What follows belongs to an exercise in optimizing a design on an open flow for small area; a production flow would make more cautious choices.
Function was checked by simulation only, so behaviour that the tests miss may differ from the original.
No activity file was given, so power comes from the tool's default toggle rates.

## main
// cia402_fsm
module cia402_fsm (
  input  wire         clk,
  input  wire         rst,
  input  wire         start,
  input  wire         operational,
  input  wire         stop_req,
  input  wire [31:0]  cfg_target_vel,
  input  wire [7:0]   cfg_mode,
  input  wire [15:0]  cfg_max_torque,
  output wire         ex_req,
  input  wire         ex_valid,
  input  wire         ex_resp_fresh,
  input  wire [127:0] ex_in,
  input  wire [15:0]  ex_wkc,
  output wire [127:0] ex_out,
  output wire [2:0]   phase,
  output wire         exit_code,
  output wire [2:0]   dstate,
  output wire [32:0]  delta,
  output wire         delta_valid,
  output wire         moving,
  output wire         enable_evt,
  output wire [31:0]  enable_pos,
  output wire         report_valid,
  output wire [63:0]  report_cycle,
  output wire [15:0]  report_status,
  output wire [15:0]  report_control,
  output wire [31:0]  report_position,
  ...
export LEC_CHECK = 0
export CAP_MARGIN = 20
export CORE_AREA = 5 5 133 133
export DIE_AREA = 0 0 138 138
export PLACE_DENSITY = 0.75
export SLEW_MARGIN = 20
create_clock -name core_clock -period 8.0 [get_ports {clk}]
standard.sh (not shown) runs the stock make flow with config.mk's settings and CLKGATE_MAP_FILE= SYNTH_SCRIPT=/design/flow/synth_recipe.tcl, a recipe that flattens the netlist after the stock synthesis.
==> flow/flow/run.sh <==
#!/bin/bash
set -euo pipefail
export BUFFER_PORTS_ARGS="-buffer_cell sky130_fd_sc_hd__buf_1"
export CTS_ARGS="-sink_clustering_enable -repair_clock_nets -buf_list sky130_fd_sc_hd__clkbuf_4 -sink_clustering_size 10 -sink_clustering_max_diameter 40 -dont_use_dummy_load"
export SKIP_REPAIR_TIE_FANOUT=1
export PLACE_PINS_ARGS="-min_distance 1 -min_distance_in_tracks"
export SETUP_MOVE_SEQUENCE=unbuffer,sizeup,swap
bash standard.sh > standard_flow.log 2>&1
main finished end to end and its layout was clean on timing, DRC and antenna.
Input-level comparison between the feature branch and main:
# main
export LEC_CHECK = 0
export CAP_MARGIN = 20
export CORE_AREA = 5 5 133 133
export DIE_AREA = 0 0 138 138
export PLACE_DENSITY = 0.75
export SLEW_MARGIN = 20
create_clock -name core_clock -period 8.0 [get_ports {clk}]
# the feature branch
export LEC_CHECK = 0
export CAP_MARGIN = 20
export CORE_AREA = 5 5 225 225
export DIE_AREA = 0 0 230 230
export PLACE_DENSITY = 0.7
export SLEW_MARGIN = 20
create_clock -name core_clock -period 8.0 [get_ports {clk}]
--- a/flow/flow/run.sh
+++ b/flow/flow/run.sh
@@ -6,2 +5,0 @@
-export PLACE_PINS_ARGS="-min_distance 1 -min_distance_in_tracks"
-export SETUP_MOVE_SEQUENCE=unbuffer,sizeup,swap
==> run summary <==
When the feature branch is measured against main, its number of clock-tree buffers in the layout turns out 10 higher.
Routed wire length up 18% in the feature branch wrt main
The run showing the smaller placed instance area is main.
Power drawn by the clock network grows by more than 10% when moving from main to the feature branch.
The feature branch: number of buffers added by the clock tree synthesis step 10 above main
The feature branch vs main: die span in y up by more than half
Compared to main, the feature branch has global-route wire length before repair about 10% higher.
Going from main to the feature branch, design area increased by 690 um2 relative to the old numbers; non-filler instance count after layout +425; hold slack went down by 0.073 ns; final worst-path setup slack went down 0.089 ns.
For the feature branch, the startpoint of the most critical setup path was start_pos[14], unlike main, where it was in_vel[8].

* * *

The RTL this note starts from:
==> flow/design.v <==
module cia402_fsm (
  input  wire         clk,
  input  wire         rst,
  input  wire         start,
  input  wire         operational,
  input  wire         stop_req,
  input  wire [31:0]  cfg_target_vel,
  input  wire [7:0]   cfg_mode,
  input  wire [15:0]  cfg_max_torque,
  output wire         ex_req,
  input  wire         ex_valid,
  input  wire         ex_resp_fresh,
  input  wire [127:0] ex_in,
  input  wire [15:0]  ex_wkc,
  output wire [127:0] ex_out,
  output wire [2:0]   phase,
  output wire         exit_code,
  output wire [2:0]   dstate,
  output wire [32:0]  delta,
  output wire         delta_valid,
  output wire         moving,
  output wire         enable_evt,
  output wire [31:0]  enable_pos,
  output wire         report_valid,
  output wire [63:0]  report_cycle,
  output wire [15:0]  report_status,
  output wire [15:0]  report_control,
  output wire [31:0]  report_position,
  output wire [32:0]  report_delta,
  output wire [35:0]  report_rpm,
  output wire [31:0]  report_velocity,
  output wire [7:0]   report_mode,
  output wire [15:0]  report_wkc
);
  localparam [2:0] PH_IDLE   = 3'd0;
  localparam [2:0] PH_RUN    = 3'd1;
  localparam [2:0] PH_DRAIN  = 3'd2;
  localparam [2:0] PH_HALTED = 3'd3;
  localparam [2:0] PH_FAILED = 3'd4;
  localparam [8:0] LAP_FIRST   = 9'd12;     
  localparam [8:0] DRAIN_FIRST = 9'd462;    
  reg [2:0]   phase_q;
  reg         run_flag;
  reg [8:0]   lap_count;       
  reg [6:0]   cnt_lo;          
  reg [54:0]  cnt_hi;          
  reg         cnt_cy;          
  reg         cnt_flush;       
  reg         motor_enabled;
  reg [31:0]  start_pos;
  reg [15:0]  wkc;
  reg         cw7, cw3, cw21, cw0;  
  reg         tv_on;           
  reg         cfg_on;          
  reg [15:0]  in_status;
  reg [31:0]  in_pos;
  reg [31:0]  in_vel;
  reg [7:0]   in_mode;
  reg         enable_evt_q;
  reg         report_q;
  wire in_idle  = (phase_q == PH_IDLE);
  wire in_run   = (phase_q == PH_RUN);
  wire in_drain = (phase_q == PH_DRAIN);
  assign ex_req = (in_run && run_flag) || in_drain;
  wire do_start = in_idle && start && operational;
  wire do_sfail = in_idle && start && !operational;
  wire do_cycle = in_run && run_flag && ex_valid;
  wire do_stop  = in_run && !run_flag;
  wire do_drain = in_drain && ex_valid;
  wire take_in  = (do_cycle || do_drain) && ex_resp_fresh;
  wire [15:0] new_status = take_in ? ex_in[15:0]  : in_status;
  wire [31:0] new_pos    = take_in ? ex_in[47:16] : in_pos;
  wire s_fault = (new_status == 16'h1208);
  wire s_sod   = (new_status == 16'h1250);
  wire s_rtso  = (new_status == 16'h1231);
  wire s_swon  = (new_status == 16'h1233);
  wire s_open  = (new_status == 16'h1237) || (new_status == 16'h1637);
  wire s_known = s_fault || s_sod || s_rtso || s_swon || s_open;
  wire do_latch = do_cycle && s_open && !motor_enabled;
  wire       lap_end  = &lap_count;
  wire [8:0] lap_next = lap_end ? LAP_FIRST : lap_count + 9'd1;
  wire [6:0] cnt_lo_next = cnt_flush ? 7'd125 : cnt_lo + 7'd125;
  wire rot_win = do_cycle && (lap_count[8:7] == 2'b00) &&
                 (!lap_count[6] || (lap_count[5:2] == 4'b0000 && !(lap_count[1] && lap_count[0])));
  always @(posedge clk) begin
    if (rot_win) begin
      cnt_hi <= {(cnt_hi[0] ^ cnt_cy) & !cnt_flush, cnt_hi[54:1]};
      cnt_cy <= cnt_hi[0] & cnt_cy;
    end
    if (do_cycle && lap_end) begin
      cnt_lo <= cnt_lo_next;
      cnt_cy <= cnt_lo_next >= 7'd3;    
    end
  end
  always @(posedge clk) begin
    wkc <= ex_wkc;
    if (rst) begin
      phase_q       <= PH_IDLE;
      run_flag      <= 1'b1;
      lap_count     <= LAP_FIRST;
      cnt_flush     <= 1'b1;
      motor_enabled <= 1'b0;
      start_pos     <= 32'd0;
      cw7           <= 1'b0;
      cw3           <= 1'b0;
      cw21          <= 1'b0;
      cw0           <= 1'b0;
      tv_on         <= 1'b0;
      cfg_on        <= 1'b0;
      in_status     <= 16'd0;
      in_pos        <= 32'd0;
      in_vel        <= 32'd0;
      in_mode       <= 8'd0;
      enable_evt_q  <= 1'b0;
      report_q      <= 1'b0;
    end else begin
      enable_evt_q <= do_latch;
      report_q     <= do_cycle && lap_end;
      if (stop_req)
        run_flag <= 1'b0;
      if (do_start)
        phase_q <= PH_RUN;
      if (do_sfail)
        phase_q <= PH_FAILED;
      if (take_in) begin
        in_status <= ex_in[15:0];
        in_pos    <= ex_in[47:16];
        in_vel    <= ex_in[79:48];
        in_mode   <= ex_in[119:112];
      end
      if (do_cycle) begin
        cfg_on    <= 1'b1;
        lap_count <= lap_next;
        if (lap_end)
          cnt_flush <= 1'b0;
        if (s_known) begin
          cw7   <= s_fault;
          cw3   <= s_swon || s_open;
          cw21  <= !s_fault;
          cw0   <= s_rtso || s_swon || s_open;
          tv_on <= s_open;
        end
        if (do_latch) begin
          motor_enabled <= 1'b1;
          start_pos     <= new_pos;
        end
      end
      if (do_stop || do_drain) begin
        cfg_on <= 1'b1;
        cw7    <= 1'b0;
        cw3    <= 1'b0;
        cw21   <= 1'b0;
        cw0    <= 1'b0;
        tv_on  <= 1'b0;
      end
      if (do_stop) begin
        lap_count <= DRAIN_FIRST;
        phase_q   <= PH_DRAIN;
      end
      if (do_drain) begin
        lap_count <= lap_next;
        if (lap_end)
          phase_q <= PH_HALTED;
      end
    end
  end
  genvar gi;
  wire [32:0] dp = {in_pos[31], in_pos} ^ ~{start_pos[31], start_pos};
  wire [32:0] dg = {in_pos[31], in_pos} & ~{start_pos[31], start_pos};
  wire [34:0] dc;
  assign dc[0] = 1'b1;
  generate
    for (gi = 0; gi < 33; gi = gi + 2) begin : g_delta
      assign dc[gi+1] = dg[gi] | (dp[gi] & dc[gi]);
      if (gi + 1 < 33) begin : g_pair
        assign dc[gi+2] = dg[gi+1] | (dp[gi+1] & dg[gi]) | (dp[gi+1] & dp[gi] & dc[gi]);
      end
    end
  endgenerate
  wire [32:0] delta_s = dp ^ dc[32:0];
  wire [35:0] ra = {in_vel, 4'd0};
  wire [35:0] rb = ~{{4{in_vel[31]}}, in_vel};
  wire [35:0] rp = ra ^ rb;
  wire [35:0] rg = ra & rb;
  wire [36:0] rc;
  assign rc[0] = 1'b1;
  generate
    for (gi = 0; gi < 36; gi = gi + 2) begin : g_rpm
      assign rc[gi+1] = rg[gi] | (rp[gi] & rc[gi]);
      assign rc[gi+2] = rg[gi+1] | (rp[gi+1] & rg[gi]) | (rp[gi+1] & rp[gi] & rc[gi]);
    end
  endgenerate
  wire [35:0] rpm = rp ^ rc[35:0];
  wire hi_any  = |delta_s[31:10];
  wire hi_all  = &delta_s[31:10];
  wire lo_gt   = (&delta_s[9:5]) && (delta_s[4] || (delta_s[3] && (|delta_s[2:0])));
  wire lo_lt   = !(|delta_s[9:5]) && !(delta_s[4] && delta_s[3]);
  wire mv_pos  = !delta_s[32] && (hi_any || lo_gt);
  wire mv_neg  =  delta_s[32] && (!hi_all || lo_lt);
  wire [15:0] cw = {8'd0, cw7, 3'd0, cw3, cw21, cw21, cw0};
  assign ex_out = {8'd0,
                   cfg_on ? cfg_mode : 8'd0,
                   cfg_on ? cfg_max_torque : 16'd0,
                   16'd0,
                   tv_on ? cfg_target_vel : 32'd0,
                   32'd0,
                   cw};
  assign dstate = (in_status == 16'h1208) ? 3'd1 :
                  (in_status == 16'h1250) ? 3'd2 :
                  (in_status == 16'h1231) ? 3'd3 :
                  (in_status == 16'h1233) ? 3'd4 :
                  (in_status == 16'h1237 || in_status == 16'h1637) ? 3'd5 : 3'd0;
  assign phase       = phase_q;
  assign exit_code   = phase_q[2];
  assign delta       = delta_s;
  assign delta_valid = motor_enabled;
  assign moving      = motor_enabled && (mv_pos || mv_neg);
  assign enable_evt  = enable_evt_q;
  assign enable_pos  = start_pos;
  assign report_valid    = report_q;
  assign report_cycle    = {cnt_hi, cnt_lo, 2'b00};
  assign report_status   = in_status;
  assign report_control  = cw;
  assign report_position = in_pos;
  assign report_delta    = delta_s;
  assign report_rpm      = rpm;
  assign report_velocity = in_vel;
  assign report_mode     = in_mode;
  assign report_wkc      = wkc;
endmodule
clock: 8.0 ns
lec_check: 0
cap_margin: 20
core_area: 5 5 225 225
die_area: 0 0 230 230
place_density: 0.7
slew_margin: 20
==> flow/flow/run.sh <==
#!/bin/bash
set -euo pipefail
export BUFFER_PORTS_ARGS="-buffer_cell sky130_fd_sc_hd__buf_1"
export CTS_ARGS="-sink_clustering_enable -repair_clock_nets -buf_list sky130_fd_sc_hd__clkbuf_4 -sink_clustering_size 10 -sink_clustering_max_diameter 40 -dont_use_dummy_load"
export SKIP_REPAIR_TIE_FANOUT=1
bash standard.sh > standard_flow.log 2>&1
Next try:
==> flow/flow/run.sh (replaced) <==
#!/bin/bash
set -euo pipefail
export BUFFER_PORTS_ARGS="-buffer_cell sky130_fd_sc_hd__buf_1"
export CTS_ARGS="-sink_clustering_enable -repair_clock_nets -buf_list sky130_fd_sc_hd__clkbuf_4 -sink_clustering_size 10 -sink_clustering_max_diameter 40 -dont_use_dummy_load"
bash standard.sh > standard_flow.log 2>&1
Effect: The changed run passed the timing, design-rule and antenna checks; final area climbs by 2.1%; global-route usage stays flat; synthesized area stays the same; synthesized cell count does not change.

==> separate check: timing with driven ports <==
The flow's constraints put no driver on any port. The routed layouts listed below were extracted and timed again, unchanged, in two steps.
Step 1, drivers: a clkbuf_16 drives clk and a buf_2 each remaining input, both assumed.
Step 2 adds t to the input delays and takes it off the output delays; t is the mean of the earliest and latest rising clock arrival at the registers after step 1. Input paths then give back, and output paths get back, about the clock's delay inside the block.
a / b / c = ideal ports / drivers / drivers and shift; a / b = the first two.
run	t, ns	setup WS [ns]	hold slack, ns	cell pins on the clock port's net
main	0.625	0.310 / 0.269 / 0.893	0.434 / 0.434 / 0.434	1
the feature branch	0.740	0.222 / 0.175 / 0.915	0.361 / 0.361 / 0.361	1
the first run of note 2	0.706	1.244 / 1.203 / 1.908	0.429 / 0.429 / 0.429	1
the second run of note 2	0.724	0.973 / 0.923 / 1.647	0.432 / 0.432 / 0.432	1
After both steps every run listed still meets setup and hold.
